From an optimization exercise on the open Yosys and OpenROAD flow, aimed at small area, a short achievable clock period and few clock cycles per item; shortcuts taken in it are not production practice. The RTL was checked by simulation tests, not by an equivalence proof against the original design. No activity file was given, so power comes from the tool's default toggle rates.

## job 101
==> flow/design.v <==
module olidx_voice_codec (
    input  wire       clk,
    input  wire       rst,         
    input  wire       in_valid,
    output wire       in_ready,
    input  wire [7:0] in_data,
    input  wire       in_unpack,   
    output wire       out_valid,
    input  wire       out_ready,
    output wire [7:0] out_data,
    output wire       out_last,
    output wire [6:0] out_chk
);
    function automatic dec_cons(input m, input v, input [4:0] s);
        begin
            if (!v && !m)     dec_cons = (s <= 5'd20);
            else if (!v)      dec_cons = !(s == 5'd11 || s == 5'd14 || s == 5'd17 || s == 5'd20);
            else if (!m)      dec_cons = 1'b1;
            else              dec_cons = !(s == 5'd9 || s == 5'd15 || s == 5'd16);
        end
    endfunction
    function automatic dec_prod(input m, input v, input [4:0] s);
        begin
            if (!v && !m)     dec_prod = !(s == 5'd11 || (s >= 5'd13 && s <= 5'd19));
            else if (!v)      dec_prod = 1'b1;
            else if (!m)      dec_prod = !(s == 5'd9 || s == 5'd15 || s == 5'd16);
            else              dec_prod = 1'b1;
        end
    endfunction
    reg        mode;        
    reg  [2:0] sec;         
    reg  [4:0] k;           
    reg        r_cons, r_prod, r_need, r_send;
    reg  [2:0] hb;          
    reg  [4:0] hc;          
    reg  [7:0] hd;          
    reg  [5:0] he;          
    reg  [7:0] hf;          
    reg  [7:0] ir;
    reg        ir_u, ir_v;
    reg  [7:0] o_data;
    reg        o_v, o_last;
    reg        p_v, p_in_s;   
    reg  [6:0] ck;
    reg  [7:0] s_data;
    reg        s_v, s_last;
    reg        rdy;
    wire voice = (sec == 3'd6);
    wire first = (sec == 3'd0) && (k == 5'd0);
    wire lastb = voice && (k == 5'd28);
    wire cons  = r_cons;
    wire prod  = r_prod;
    wire need  = r_need;
    wire send  = r_send;
    wire go    = (!need || ir_v) && (!prod || !s_v);
    wire push  = go && prod;
    wire take  = go && cons;
    wire ld_o  = !o_v || out_ready;
    wire [2:0] sec_a  = send ? (voice ? 3'd0 : sec + 3'd1) : sec;
    wire [4:0] k_a    = send ? 5'd0 : k + 5'd1;
    wire [2:0] sec_n  = go ? sec_a : sec;
    wire [4:0] k_n    = go ? k_a : k;
    wire       v_a    = (sec_a == 3'd6);
    wire       cons_a = dec_cons(mode, v_a, k_a);
    wire       prod_a = dec_prod(mode, v_a, k_a);
    wire       need_a = cons_a || (mode && (v_a ? (k_a == 5'd9 || k_a == 5'd15 || k_a == 5'd16)
                                                : (k_a == 5'd11 || k_a == 5'd14 || k_a == 5'd17)));
    wire       send_a = v_a ? (k_a == 5'd28) : (mode ? (k_a == 5'd20) : (k_a == 5'd24));
    wire       cons_n = go ? cons_a : cons;
    wire       prod_n = go ? prod_a : prod;
    wire sv1  = !s_v && push && lastb;                        
    wire sv0  = s_v ? o_v : (push && (lastb || o_v));         
    wire irv1 = rdy || (ir_v && !take);                        
    wire irv0 = !rdy && ir_v && !take;                         
    wire ov1  = s_v || (push && !lastb);
    wire rd1  = cons_n && (!prod_n || !sv1);
    wire rd0  = cons_n && (!prod_n || !sv0);
    reg s_v_n, rdy_n, o_v_n, ir_v_n;
    always @* begin
        ir_v_n = in_valid ? irv1 : irv0;
        if (out_ready) begin
            s_v_n = sv1; o_v_n = ov1;
            rdy_n = !ir_v_n || rd1;
        end else begin
            s_v_n = sv0; o_v_n = o_v || ov1;
            rdy_n = !ir_v_n || rd0;
        end
    end
    wire       ck_en = p_v && !(o_v && o_last);
    wire [6:0] ck_n  = ck - (p_in_s ? s_data[6:0] : o_data[6:0]);
    wire       in_s1 = lastb;
    wire       in_s0 = lastb || o_v;
    reg [7:0] b;
    always @* begin
        b = ir;
        if (!mode && !voice) begin
            case (k)
                5'd12: b = {4'b0, ir[1:0], hb[1:0]};
                5'd20: b = {1'b0, ir[3:0], hb};
                5'd21: b = {3'b0, hc};
                5'd22: b = hd;
                5'd23: b = {2'b0, he};
                5'd24: b = hf;
                default: b = ir;
            endcase
        end else if (!mode) begin
            case (k)
                5'd8:  b = {3'b0, ir[4:0]};
                5'd10: b = {4'b0, ir[0], hb};
                5'd17: b = {1'b0, ir[2:0], hd[2:0], hc[2]};
                default: b = ir;
            endcase
        end else if (!voice) begin
            case (k)
                5'd11: b = {6'b0, ir[1:0]};
                5'd12: b = {6'b0, ir[3:2]};
                5'd13: b = {5'b0, ir[2:0]};
                5'd14: b = {6'b0, ir[1:0]};
                5'd15: b = {5'b0, ir[4:2]};
                5'd17: b = {7'b0, ir[0]};
                5'd18: b = {3'b0, ir[5:1]};
                5'd20: b = {4'b0, hd[6:3]};
                default: b = ir;
            endcase
        end else begin
            case (k)
                5'd8:  b = {3'b0, ir[4:0]};
                5'd9:  b = {5'b0, ir[2:0]};
                5'd10: b = {7'b0, ir[3]};
                5'd15: b = {7'b0, ir[0]};
                5'd16: b = {5'b0, ir[3:1]};
                5'd17: b = {5'b0, ir[6:4]};
                default: b = ir;
            endcase
        end
    end
    always @(posedge clk) begin
        if (!ir_v || take) begin
            ir   <= in_data;
            ir_u <= in_unpack;
        end
        if (go && first)
            mode <= ir_u;
        if (rst) begin
            sec   <= 3'd0;
            k     <= 5'd0;
            r_cons <= 1'b1;              
            r_prod <= 1'b1;
            r_need <= 1'b1;
            r_send <= 1'b0;
            rdy   <= 1'b1;
            ir_v  <= 1'b0;
            s_v   <= 1'b0;
            o_v   <= 1'b0;
            p_v   <= 1'b0;
            ck    <= 7'd0;
        end else begin
            sec   <= sec_n;
            k     <= k_n;
            if (go) begin
                r_cons <= cons_a;
                r_prod <= prod_a;
                r_need <= need_a;
                r_send <= send_a;
            end
            rdy   <= rdy_n;
            ir_v  <= ir_v_n;
            s_v   <= s_v_n;
            o_v   <= o_v_n;
            if (o_v && o_last && out_ready)
                ck <= 7'd0;
            else if (ck_en)
                ck <= ck_n;
            if (push) begin
                p_v     <= 1'b1;
                p_in_s  <= out_ready ? in_s1 : in_s0;
            end else begin
                if (ck_en)
                    p_v <= 1'b0;
                if (ld_o)
                    p_in_s <= 1'b0;
            end
        end
    end
    always @(posedge clk) begin
        if (k == 5'd9 || k == 5'd11 || k == 5'd13) hb <= ir[2:0];
        if (k == 5'd14) hc[1:0] <= ir[1:0];
        if (k == 5'd15) hc[4:2] <= ir[2:0];
        if ((k == 5'd13 && mode) || (k == 5'd16 && !mode)) hd <= ir;
        if (k == 5'd17) he[0] <= ir[0];
        if (k == 5'd18) he[5:1] <= ir[4:0];
        if (k == 5'd19) hf <= ir;
    end
    always @(posedge clk) begin
        if (rst) begin
            o_data <= 8'd0;
            o_last <= 1'b0;
        end else if (ld_o) begin
            o_data <= s_v ? s_data : b;
            o_last <= s_v && s_last;
        end
        if (!s_v) begin
            s_data <= b;
            s_last <= lastb;
        end
    end
    assign in_ready  = rdy;
    assign out_valid = o_v;
    assign out_data  = o_data;
    assign out_last  = o_last;
    assign out_chk   = ck;
endmodule
Settings: LEC_CHECK=0, ABC_AREA=1, CAP_MARGIN=20, CORE_MARGIN=2, CORE_UTILIZATION=50, CTS_BUF_LIST=sky130_fd_sc_hd__clkbuf_8, PLACE_DENSITY=0.7, SETUP_SLACK_MARGIN=5, SLEW_MARGIN=20; clock period 9.0 ns.
standard.sh (not shown) runs the stock make flow with config.mk's settings and CLKGATE_MAP_FILE= SYNTH_SCRIPT=/design/flow/synth_recipe.tcl, a recipe that flattens the netlist after the stock synthesis.
==> flow/flow/run.sh <==
#!/bin/bash
# Standard ORFS layout (the standard.sh) with a tighter timing-repair
# target, no footprint restriction on resizing and plain buffers on the ports.
# The full make output goes to standard.log in this folder.
bash standard.sh SETUP_SLACK_MARGIN=6.4 MATCH_CELL_FOOTPRINT=0 'BUFFER_PORTS_ARGS=-buffer_cell sky130_fd_sc_hd__buf_2'  finish > standard.log 2>&1
Per the final summary, job 101 finished and its layout is clean on timing, DRC and antenna.
Testbench counts of job 101, summed over its fixed seeds: cycles 32,440, records 192.
## Diff of input files: job 102 against job 101
==> flow/run.sh (new file) <==
#!/bin/bash
# synth_recipe.tcl (not shown) runs the flow's synth.tcl, then flattens the netlist and writes it again
# the make line also repeats each setting of config.mk as NAME=value (left out here)
make -C /OpenROAD-flow-scripts/flow DESIGN_CONFIG=/design/flow/config.mk WORK_HOME=/design/flow/orfs CLKGATE_MAP_FILE= SYNTH_SCRIPT=/design/flow/synth_recipe.tcl finish
removed: flow/flow/run.sh
removed: flow/standard.sh
Notes after the runs:
Job 102 has completed all stages; timing, DRC and antenna checks passed.
Looking at final-layout clock buffer total, job 102 sits 1 above job 101.
Lower cell count along the critical path among job 102 and job 101: job 101
Clock period minus worst slack on job 102 is behind job 101.
The following lists how job 103 was set up differently from job 102:
- PLACE_DENSITY changed from 0.7 to 0.65
- CORE_UTILIZATION changed from 50 to 45
==> flow/flow/run.sh (new file) <==
#!/bin/bash
# Standard ORFS layout (the standard.sh) with a tighter timing-repair
# target, no footprint restriction on resizing and plain buffers on the ports.
# The full make output goes to standard.log in this folder.
bash standard.sh SETUP_SLACK_MARGIN=6.3 MATCH_CELL_FOOTPRINT=0 'BUFFER_PORTS_ARGS=-buffer_cell sky130_fd_sc_hd__buf_2'  finish > standard.log 2>&1
==> flow/standard.sh (new file) <==
#!/bin/bash
# synth_recipe.tcl (not shown) runs the flow's synth.tcl, then flattens the netlist and writes it again
# the make line also repeats each setting of config.mk as NAME=value (left out here)
make -C /OpenROAD-flow-scripts/flow DESIGN_CONFIG=/design/flow/config.mk WORK_HOME=/design/flow/orfs CLKGATE_MAP_FILE= SYNTH_SCRIPT=/design/flow/synth_recipe.tcl "${@:-finish}"
removed: flow/run.sh
### Flow results
Compared with job 102, in job 103 violation count after the first detailed-route iteration has increased; worst-case setup slack after placement went up; portion of total power attributed to the clock network went up by 1.9 points. [compare] base=job 102 new=job 103: area growth from synthesis to layout down 0.98 points; areal power density over the cells went up by 4.6 nW/um^2. Compared with job 102, job 103 shows a higher final cell count. Relative to job 102, headroom to the max-slew limit increased by 12 points in job 103. Comparing job 103 and job 102, number of fillers in the final layout is higher on job 103. On number of vias in the routed layout, job 103 tracks job 102 almost exactly. Job 103 ends up with lower share of the clock period used by the worst path after layout than job 102 does.
Relative to job 103, the following input files were edited for job 104:
- PLACE_DENSITY now 0.75, was 0.65
- CORE_UTILIZATION now 55, was 45
Results
- Job 104 | stages: all done | timing, DRC, antenna: all pass
- Of the two candidates, job 103 has the worse tightest hold margin and job 104 the better one.
- Final net count in job 104 is 4 lower than in job 103
- Compared with job 103, job 104 shows a higher detailed-route via count.
- Reported for job 104 and job 103, gate count after technology mapping turned out identical to the last digit.
- Cell with the largest stage delay on the worst path: dfxtp_1 -> job 104, dfxtp_2 -> job 103
### job 104 -> job 105
- a change of CORE_UTILIZATION from 55 to 50
- a change of PLACE_DENSITY from 0.75 to 0.7
Results
Job 105 completed end to end with timing, DRC and antenna clean. Relative to job 104, die area has gone up in job 105. As far as clock buffer instance count of the final layout goes, job 104 and job 105 are indistinguishable; the numbers are identical. Final area of job 105 is on par with job 104. Job 105 against job 104: sequential share of cell area +0.16 points, worst-case headroom to the max-slew limit +19 points, via count +28.

-- port drivers added, routing unchanged --
No port has a modelled driver above. Below, the same layouts with a new extraction and two added sets of constraints. Step 1 assumes that a clkbuf_16 drives the clock port and a buf_2 every other input. Step 2 times the ports against the registers' clock, not the clock port: input delays grow and output delays shrink by t, the midpoint of the rising clock arrivals with the driver on. a / b / c = ideal ports / drivers / drivers and shift; a / b = the first two.
| run | t, ns | setup slack, ns | hold slack, ns | worst data-port slew with drivers (ns) |
|---|---|---|---|---|
| job 101 | 0.391 | 6.370 / 6.336 / 6.144 | 0.472 / 0.472 / 0.472 | 0.03 |
| job 102 | 0.381 | 5.842 / 5.849 / 5.468 | 0.466 / 0.466 / 0.466 | 0.04 |
| job 103 | 0.405 | 6.325 / 6.293 / 6.009 | 0.444 / 0.444 / 0.444 | 0.03 |
| job 104 | 0.385 | 6.332 / 6.298 / 5.971 | 0.471 / 0.471 / 0.471 | 0.03 |
| job 105 | 0.397 | 6.341 / 6.307 / 6.030 | 0.473 / 0.473 / 0.473 | 0.03 |
After both steps setup and hold are still met in every run listed. For job 102, which loses most, drivers alone change the setup slack by +0.007 ns; drivers and shift together by -0.374 ns.
